Context: an optimization exercise on an open-source flow, tuned for small area, a short achievable clock period and few clock cycles. The choices shown serve that exercise and are no tape-out recipe.
The RTL of this run was laid out without a check of its function.
Power and IR drop assume default switching activity.

## design/flow/flow/size_inbufs.tcl

```tcl
# Hook run after global placement (POST_GLOBAL_PLACE_TCL): the port buffers
# that buffer_ports inserted are all sky130_fd_sc_hd__buf_1; give the input
# ports whose buffer drives many pins a stronger buffer.
set block [ord::get_db_block]
set n_up 0
foreach bterm [$block getBTerms] {
  if {[$bterm getIoType] != "INPUT"} { continue }
  set net [$bterm getNet]
  if {$net == "NULL"} { continue }
  foreach iterm [$net getITerms] {
    set inst [$iterm getInst]
    set master [[$inst getMaster] getName]
    if {![string match "sky130_fd_sc_hd__buf_1" $master]} { continue }
    foreach it [$inst getITerms] {
      if {![$it isOutputSignal]} { continue }
      set onet [$it getNet]
      if {$onet == "NULL"} { continue }
      set fo [expr {[llength [$onet getITerms]] - 1}]
      set cell ""
      if {$fo >= 4} {
        set cell sky130_fd_sc_hd__buf_4
      } elseif {$fo >= 2} {
        set cell sky130_fd_sc_hd__buf_2
      }
      if {$cell ne ""} {
        replace_cell [$inst getName] $cell
        incr n_up
        puts "size_inbufs: [$bterm getName] fanout $fo -> $cell"
      }
    }
  }
}
puts "size_inbufs: resized $n_up input port buffers"
```

## design/flow/design.v

```verilog
module usbpd_msg_engine (
    input  wire         clk,
    input  wire         rst,           
    input  wire         cmd_valid,
    output wire         cmd_ready,
    input  wire [2:0]   cmd_op,
    input  wire [31:0]  cmd_arg,
    input  wire [223:0] cmd_obj,       
    output reg          rsp_valid,
    output reg          rsp_ok,
    output reg  [47:0]  rsp_data,
    output wire [223:0] rsp_obj,       
    output wire         tx_valid,
    input  wire         tx_ready,
    output reg  [7:0]   tx_data,
    input  wire         rx_valid,
    output wire         rx_ready,
    input  wire [7:0]   rx_data
);
    localparam [7:0] TOK_SYNC1   = 8'h12;
    localparam [7:0] TOK_SYNC2   = 8'h13;
    localparam [7:0] TOK_JAMCRC  = 8'hFF;
    localparam [7:0] TOK_EOP     = 8'h14;
    localparam [7:0] TOK_TXOFF   = 8'hFE;
    localparam [7:0] TOK_TXON    = 8'hA1;
    reg         idle;          
    reg         busy;          
    wire        ld = ~busy;    
    reg         bm;            
    reg         bc;            
    reg         is_cap;        
    reg         btx;           
    reg         brx;           
    reg [5:0]   cnt;           
    reg [2:0]   nobj;          
    reg         ft;            
    reg         fr;            
    reg         et;            
    reg         er;            
    reg [223:0] obj;
    assign cmd_ready = idle;
    assign tx_valid  = btx;
    assign rx_ready  = brx;
    assign rsp_obj   = obj;
    wire op_tx  = (cmd_op == 3'd4);
    wire op_rx  = (cmd_op == 3'd5);
    wire op_2c  = (cmd_op[2:1] == 2'b01);
    wire tx_go  = btx & tx_ready;
    wire rx_go  = brx & rx_valid;
    wire done   = (et & tx_ready) | (er & rx_valid);
    wire sh     = (ft & tx_ready) | (fr & rx_valid);
    wire [15:0] packhdr = {1'b0, cmd_arg[7:5], cmd_arg[10:8], cmd_arg[11],
                           cmd_arg[13:12], cmd_arg[14], cmd_arg[4:0]};
    wire [15:0] unpackhdr = {5'd0, cmd_arg[11:9], cmd_arg[14:12], cmd_arg[4:0]};
    wire [47:0] unpackcap_raw = {6'd0, cmd_arg[21:20], cmd_arg[24], cmd_arg[25],
                                 cmd_arg[26], cmd_arg[27], cmd_arg[28], cmd_arg[29],
                                 cmd_arg[31:30], 12'd0, cmd_arg[19:0]};
    wire [47:0] packreq_raw = {6'd0, cmd_arg[29:21], 1'b0, 1'b0, cmd_arg[2:0], 3'b000, 1'b1,
                               19'd0, cmd_arg[20:16]};
    reg [47:0] codec;
    always @(*) begin
        case (cmd_op)
        3'd0:    codec = {32'd0, packhdr};
        3'd1:    codec = {32'd0, unpackhdr};
        3'd2:    codec = unpackcap_raw;
        3'd3:    codec = packreq_raw;
        3'd4:    codec = {32'd0, cmd_arg[15:0]};    
        default: codec = 48'd0;
        endcase
    end
    wire [12:0] m5_a    = {rsp_data[12:10] & {3{~bm}}, rsp_data[9:0]};
    wire [14:0] m5      = {m5_a, 2'b00} + m5_a;
    wire [12:0] cap_t   = {rsp_data[19:10], 2'b00} + rsp_data[19:10];
    wire [15:0] cap_x10 = {m5, 1'b0};
    wire [8:0]  req_v   = {rsp_data[41:38], bm ? rsp_data[37:33] : rsp_data[4:0]};
    wire [5:0]  req_q   = req_v / 9'd10;
    wire [3:0]  req_r   = req_v % 9'd10;
    wire [9:0]  req_raw = {rsp_data[14:10], req_q[4:0]};
    wire [5:0] cn  = cnt + 6'd1;
    wire [5:0] n4  = {1'b0, nobj, 2'b00};
    always @(posedge clk) begin
        if (rst) begin
            idle      <= 1'b1;
            busy      <= 1'b0;
            bm        <= 1'b0;
            bc        <= 1'b0;
            btx       <= 1'b0;
            brx       <= 1'b0;
            rsp_valid <= 1'b0;
        end else begin
            rsp_valid <= (idle & cmd_valid & ~op_tx & ~op_rx & ~op_2c) | bc | done;
            if (idle) begin
                if (cmd_valid & (op_tx | op_rx | op_2c)) begin
                    idle <= 1'b0;
                    busy <= 1'b1;
                end
                bm  <= cmd_valid & op_2c;
                bc  <= 1'b0;
                btx <= cmd_valid & op_tx;
                brx <= cmd_valid & op_rx;
            end else if (bm) begin
                bm   <= 1'b0;
                bc   <= 1'b1;
            end else if (bc | done) begin
                idle <= 1'b1;
                busy <= 1'b0;
                bc   <= 1'b0;
                btx  <= 1'b0;
                brx  <= 1'b0;
            end
        end
    end
    always @(posedge clk) begin
        if (ld | rst) begin
            cnt  <= 6'd0;
            nobj <= cmd_arg[18:16];
            ft   <= 1'b0;
            fr   <= 1'b0;
            et   <= 1'b0;
            er   <= 1'b0;
        end else if (tx_go) begin
            cnt <= cn;
            ft  <= (cn >= 6'd6) && (cn <= 6'd5 + n4);
            et  <= (cn == 6'd10 + n4);
        end else if (rx_go) begin
            cnt <= cn;
            if (cnt == 6'd2) begin
                nobj <= rx_data[6:4];
                fr   <= (rx_data[6:4] != 3'd0);
            end else begin
                fr   <= (cn >= 6'd3) && (cn < 6'd3 + n4);
            end
            er <= (cnt == 6'd1) ? ~rsp_ok : ((cnt >= 6'd3) && (cn == 6'd6 + n4));
        end
    end
    always @(posedge clk) begin
        if (ld)
            tx_data <= TOK_SYNC1;
        else if (tx_go) begin
            if (cn <= 6'd2)
                tx_data <= TOK_SYNC1;
            else if (cn == 6'd3)
                tx_data <= TOK_SYNC2;
            else if (cn == 6'd4)
                tx_data <= {3'b100, nobj, 2'b10};
            else if (cn == 6'd5)
                tx_data <= rsp_data[7:0];
            else if (cn == 6'd6)
                tx_data <= rsp_data[15:8];
            else if (ft)
                tx_data <= obj[7:0];
            else if (cn == 6'd7 + n4)
                tx_data <= TOK_JAMCRC;
            else if (cn == 6'd8 + n4)
                tx_data <= TOK_EOP;
            else if (cn == 6'd9 + n4)
                tx_data <= TOK_TXOFF;
            else
                tx_data <= TOK_TXON;
        end
    end
    wire        w_cm  = bm & is_cap;                      
    wire        w_rm  = bm & ~is_cap;                     
    wire        w_cc  = bc & is_cap;                      
    wire        w_rc  = bc & ~is_cap;                     
    wire        w_th  = btx & (cnt >= 6'd6);              
    wire        w_lo  = brx & (cnt == 6'd1) & rsp_ok;     
    wire        w_hi  = brx & (cnt == 6'd2) & rsp_ok;     
    wire [47:0] d_cm  = {16'd0, cap_x10, 3'd0, cap_t};
    wire [47:0] m_cm  = {16'd0, 16'hffff, 3'd0, 13'h1fff};
    wire [47:0] d_rm  = {6'd0, req_r, 22'd0, req_q, 10'd0};
    wire [47:0] m_rm  = {6'd0, 4'hf, 22'd0, 6'h3f, 10'd0};
    wire [47:0] d_cc  = {32'd0, cap_x10};
    wire [47:0] m_cc  = {32'd0, 16'hffff};
    wire [47:0] d_rc  = {28'd0, req_raw[9:0], req_raw[9:0]};
    wire [47:0] m_rc  = {6'd0, 10'h3ff, 8'd0, 24'hffffff};
    wire [47:0] m_th  = {32'd0, 16'hffff};
    wire [47:0] d_rx  = {32'd0, rx_data, rx_data};
    wire [47:0] m_lo  = {40'd0, 8'hff};
    wire [47:0] m_hi  = {32'd0, 8'hff, 8'd0};
    wire [47:0] rd_en = {48{ld}} | ({48{w_cm}} & m_cm) | ({48{w_rm}} & m_rm) |
                        ({48{w_cc}} & m_cc) | ({48{w_rc}} & m_rc) |
                        ({48{w_th}} & m_th) | ({48{w_lo}} & m_lo) | ({48{w_hi}} & m_hi);
    wire [47:0] rd_d  = ({48{ld}} & codec) | ({48{w_cm}} & d_cm) | ({48{w_rm}} & d_rm) |
                        ({48{w_cc}} & d_cc) | ({48{w_rc}} & d_rc) |
                        ({48{w_lo}} & m_lo & d_rx) | ({48{w_hi}} & m_hi & d_rx);
    integer k;
    always @(posedge clk) begin
        for (k = 0; k < 48; k = k + 1)
            if (rd_en[k]) rsp_data[k] <= rd_d[k];
        if (ld) begin
            rsp_ok <= (cmd_op[2:1] != 2'b11);
            is_cap <= ~cmd_op[0];
        end else if (brx & (cnt == 6'd0)) begin
            rsp_ok <= (rx_data[7:5] == 3'b111);
        end
    end
    integer j;
    always @(posedge clk) begin
        if (ld)
            obj <= cmd_obj;
        else if (sh) begin
            for (j = 0; j < 27; j = j + 1)
                if (brx && (j % 4 == 3) && (nobj == j / 4 + 1))
                    obj[8*j +: 8] <= rx_data;
                else
                    obj[8*j +: 8] <= obj[8*j+8 +: 8];
            obj[223:216] <= rx_data;
        end
    end
endmodule
```

## design/flow/config.mk

```make
export PLATFORM = sky130hd
export DESIGN_NAME = usbpd_msg_engine
export DESIGN_NICKNAME = usbpd_msg_engine
export VERILOG_FILES = /design/flow/design.v
export SDC_FILE = /design/flow/constraint.sdc
export NUM_CORES = 4
export LEC_CHECK = 0
export ABC_AREA = 1
export CAP_MARGIN = 20
export CORE_MARGIN = 2
export CORE_UTILIZATION = 50
export CTS_BUF_LIST = sky130_fd_sc_hd__clkbuf_8
export CTS_CLUSTER_DIAMETER = 60
export CTS_CLUSTER_SIZE = 16
export SLEW_MARGIN = 20
```

## design/flow/standard.sh

```bash
#!/bin/bash
# synth_recipe.tcl (not shown) runs the flow's synth.tcl, then flattens the netlist and writes it again
# the make line also repeats each setting of config.mk as NAME=value (left out here)
make -C /OpenROAD-flow-scripts/flow DESIGN_CONFIG=/design/flow/config.mk WORK_HOME=/design/flow/orfs CLKGATE_MAP_FILE= SYNTH_SCRIPT=/design/flow/synth_recipe.tcl "${@:-finish}"
```

## design/flow/constraint.sdc

```tcl
create_clock -name core_clock -period 12.0 [get_ports {clk}]
set_input_delay 2.4000 -clock core_clock [delete_from_list [all_inputs] [get_ports {clk}]]
set_output_delay 2.4000 -clock core_clock [all_outputs]
set_load 0.01 [all_outputs]
```

## design/flow/flow/run.sh

```bash
#!/bin/bash
export BUFFER_PORTS_ARGS="-buffer_cell sky130_fd_sc_hd__buf_1"
export POST_GLOBAL_PLACE_TCL="$PWD/flow/size_inbufs.tcl"
export SETUP_SLACK_MARGIN=8.2
bash standard.sh > standard.log 2>&1
```

==> summary.txt <==
outcome finished clean; Netlist cell types 49; starting density of the core 50.8%; Routed Antenna Nets 0; DIE AREA 32600 um2; RR Startpoint bm; kind of critical path reg2out; pre-CTS WS 7.46 ns; most common cell in the netlist nand2_1; final cell count without fillers 2731; top cells by area, synth edfxtp_1 (52%), nand2_1 (17%), a21oi_1 (3.4%), inv_1 (3.4%), ha_1 (3.3%); CP startpoint kind register; Async SR Flop Fraction 0%; initial antenna violation count 7; Placement Rows 64; Final Setup Violations 0; Peak VDD IR 0.116 mV; final setup margin 8.22 ns; fraction of synthesized area in multiplexers 0%; Max-Cap Viols 0; Critical Path Stages 1; Synth Area in Compound Gates 12.0%; Slew HR 34.8%; Seq/Total Area, Yosys 55.4%; clock tree buffer depth 3; Crit path max-delay family flip-flops; core area 30700 um2; Global Route Usage Sum 35.0%; Worst Setup EP rsp_data[12]; metal2 WL 28500 um; H-tree depth 1; Die X 181 um; Cells after DPL 2651; worst clock skew 0.0214 ns; reg2reg end rsp_data[39]; grt total ovfl 0; clock latency on the worst-skew pair 0.65 ns; Worst Max-Slew Pin Slew 0.974 ns; Post-synth EDFFs 271; number of global-route vias before repair 14.4k; wl on met1 22300 um; Max Slew Vio Count 0; DR pass1 iterations 8; Synth Area in XOR/XNOR 0.674%; Synth Cell Area 15600 um2; clock tree root driver cell clkbuf_8; register-to-register setup slack 8.58 ns; LEAKAGE 8.14 nW; Slowest cell on crit path edfxtp_1; top-area cell type share of the netlist area 52.2%; total power 2.99 mW; crit-path cells buf_1; CP endpoint kind output port; WL met3 6140 um; PD cells 158 nW/um2; Final Net Count 2621; Vias/cell 5.55; largest area contributor in the netlist edfxtp_1; fmax 264 MHz; Min Clock Period, post-route 3.78 ns; setup TNS 0 ns; cts hold-fix bufs 0; Hold Crit Depth 2; CTS buffer count 30; arrival time worst endpoint 1.38 ns; flops & latches, synth 296; crit-path max FO 4; Iter 0 DRT Violations 1459; max incr delay on CP 0.53 ns; Worst EP required 9.60 ns; clock sink count 296; ys flop type edfxtp_1; simple-gate share of the synthesized area 22.8%; wire per inst 21.9 um; CTS tree built; I/O pin count 557; layout cell share with drive strength beyond 1 6.65%; Routed WL 59700 um; FF-to-FF path depth 24; top post-synthesis cells by count nand2_1 (703), edfxtp_1 (271), inv_1 (140); largest net degree at the start of global routing 185; worst hold path type reg2reg; first-pass GRT wire length 86600 um; adder-cell area share of the yosys netlist 3.55%; fin crit share 31.5%; unrepaired setup endpoints after global routing false; Reg clk slew, reported paths 0.10 ns; # fillers 2813; Die H 181 um; final hold violation count 0; Mean Syn Cell Area 8.81 um2; DRC 0; area grow syn2layout 21.8%; Worst Setup SP rsp_data[12]; largest family of logic cells by synthesized area simple AND/OR/NAND/NOR gates; IO buf count 550; detailed placer's ending HPWL 44900 um; highest routing layer actually used met5; Mapped Cells 1769; Via Count 15.2k; crit path buf inv count 1; Yosys warnings 1
## per-stage QoR
stage	util (%)	instance area [um2]	hold WS, ns
2_1_floorplan	-	15600	0.446
3_3_place_gp	58.4	17900	0.454
3_5_place_dp	58.7	18000	0.465
4_1_cts	61.5	18900	0.480
5_1_grt	61.9	19000	0.498
6_report	61.9	19000	0.473
## cell families (layout without fill, tap and decap cells)
group | after synthesis | after routing
adders and majority gates | 43 | 43
and+or+nand+nor | 898 | 898
xor gates and xnor gates | 12 | 12
other | 1 | 12
DFF | 296 | 296
AOI/OAI and AO/OA | 298 | 298
buffers and inverters | 221 | 776
## worst register-to-register path, stage by stage, from the launching register on
cell and delay, ns:
dfxtp_2 0.53, inv_2 0.16, or2_2 0.33, o21ai_4 0.10
nand2_2 0.09, nand2_2 0.11, nand2_4 0.08, nand2_2 0.08
nand3_1 0.11, nand2_2 0.12, nand2_2 0.07, nand2_1 0.12
nand3_2 0.09, nand2_2 0.12, nand2_4 0.09, nand2_2 0.11
and2_4 0.17, ha_1 0.13, inv_1 0.04, nand3_1 0.11
nand3_4 0.11, nand2_4 0.11, nand2_1 0.06, nand3_1 0.09
nand2_1 0.05
## cell type report
type | instances | area [um2] | share of cell area, %
Sequential cell | 296 | 8640 | 45.5
Timing Repair Buffer | 575 | 2370 | 12.5
Tap cell | 396 | 495 | 2.61
Multi-Input combinational cell | 1258 | 6140 | 32.3
Clock buffer | 30 | 413 | 2.17
Inverter | 145 | 549 | 2.89
Antenna cell | 5 | 12.5 | 0.0659
Clock inverter | 26 | 365 | 1.92
## power by group
group | internal (mW) | total, mW | switching (mW)
registers | 1.29 | 1.40 | 0.110
logic | 0.238 | 0.760 | 0.523
clock network | 0.404 | 0.828 | 0.423
total | 1.94 | 2.99 | 1.06
## registers in the layout, summed over array words and instances (netlist names)
register	flops
obj	224
rsp_data	42
tx_data	8
cnt	6
nobj	3
bc	1
bm	1
brx	1
btx	1
busy	1
er	1
et	1
fr	1
ft	1
idle	1
is_cap	1
rsp_ok	1
rsp_valid	1
## how the worst min path moves through the flow
stage	startpoint	end	slack [ns]
global route	tx_data[2]	tx_data[2]	0.50
floorplan	et	et	0.45
finish	tx_data[7]	tx_data[7]	0.47
CTS	tx_data[7]	tx_data[7]	0.48
global placement	tx_data[7]	tx_data[7]	0.45
detailed placement	tx_data[7]	tx_data[7]	0.47
## per-layer routing
metal / GRT usage [%] / vias to the layer above
li1: - / 7024
met1: 44.3 / 7069
met2: 58.7 / 877
met3: 7.54 / 177
met4: 13.8 / 8
met5: 0 / -
## timing repair
action                                  in CTS  in global routing
gates resized for setup                      3                  6
gates cloned                                 0                  1
buffers inserted                            12                  5
hold endpoints to repair                     0                  0
pin swaps                                    0                  2
endpoints found under the setup margin      16                136
## cells in the final DEF (no fill, tap or decap), drive strengths merged, types with 2 or more instances in the layout
cell type,synthesis,final
o21a,24,24
conb,1,7
xor2,11,11
diode,0,5
a21oi,106,106
nor2,111,111
inv,143,151
o21bai,3,3
fa,2,2
a221oi,7,7
a22o,2,2
dfxtp,25,25
edfxtp,271,271
nand4,5,5
buf,10,574
nor3,12,12
o22ai,14,14
o211ai,42,42
clkinvlp,0,2
a221o,2,2
a22oi,11,11
o2111ai,7,7
o221ai,11,11
nand3,43,43
a31oi,4,4
nand2,721,721
or2,5,5
clkinv,2,11
clkbuf,66,31
o21ai,61,61
bufinv,0,7
ha,41,41

re-timing with driven ports:
The results above use ideal ports. As a check the final layout listed here was re-extracted and re-timed, cells and wires unchanged.
Step 1 assumes that a clkbuf_16 drives the clock port and a buf_2 every other input.
Step 2 also shifts input and output timing later by t, the mid clock arrival at the registers, as if the neighbouring blocks saw the same clock.
Slacks: ideal / step 1 / step 2; pairs: ideal / step 1.
shift t [ns]: 0.683
setup WS [ns]: 8.216 / 8.167 / 7.664
worst hold slack (ns): 0.473 / 0.473 / 0.473
worst register clock-pin slew, ns: 0.11 / 0.11
After both steps this run still meets setup and hold. The setup slack of this run moves by -0.049 ns with the drivers and by -0.552 ns with both steps.
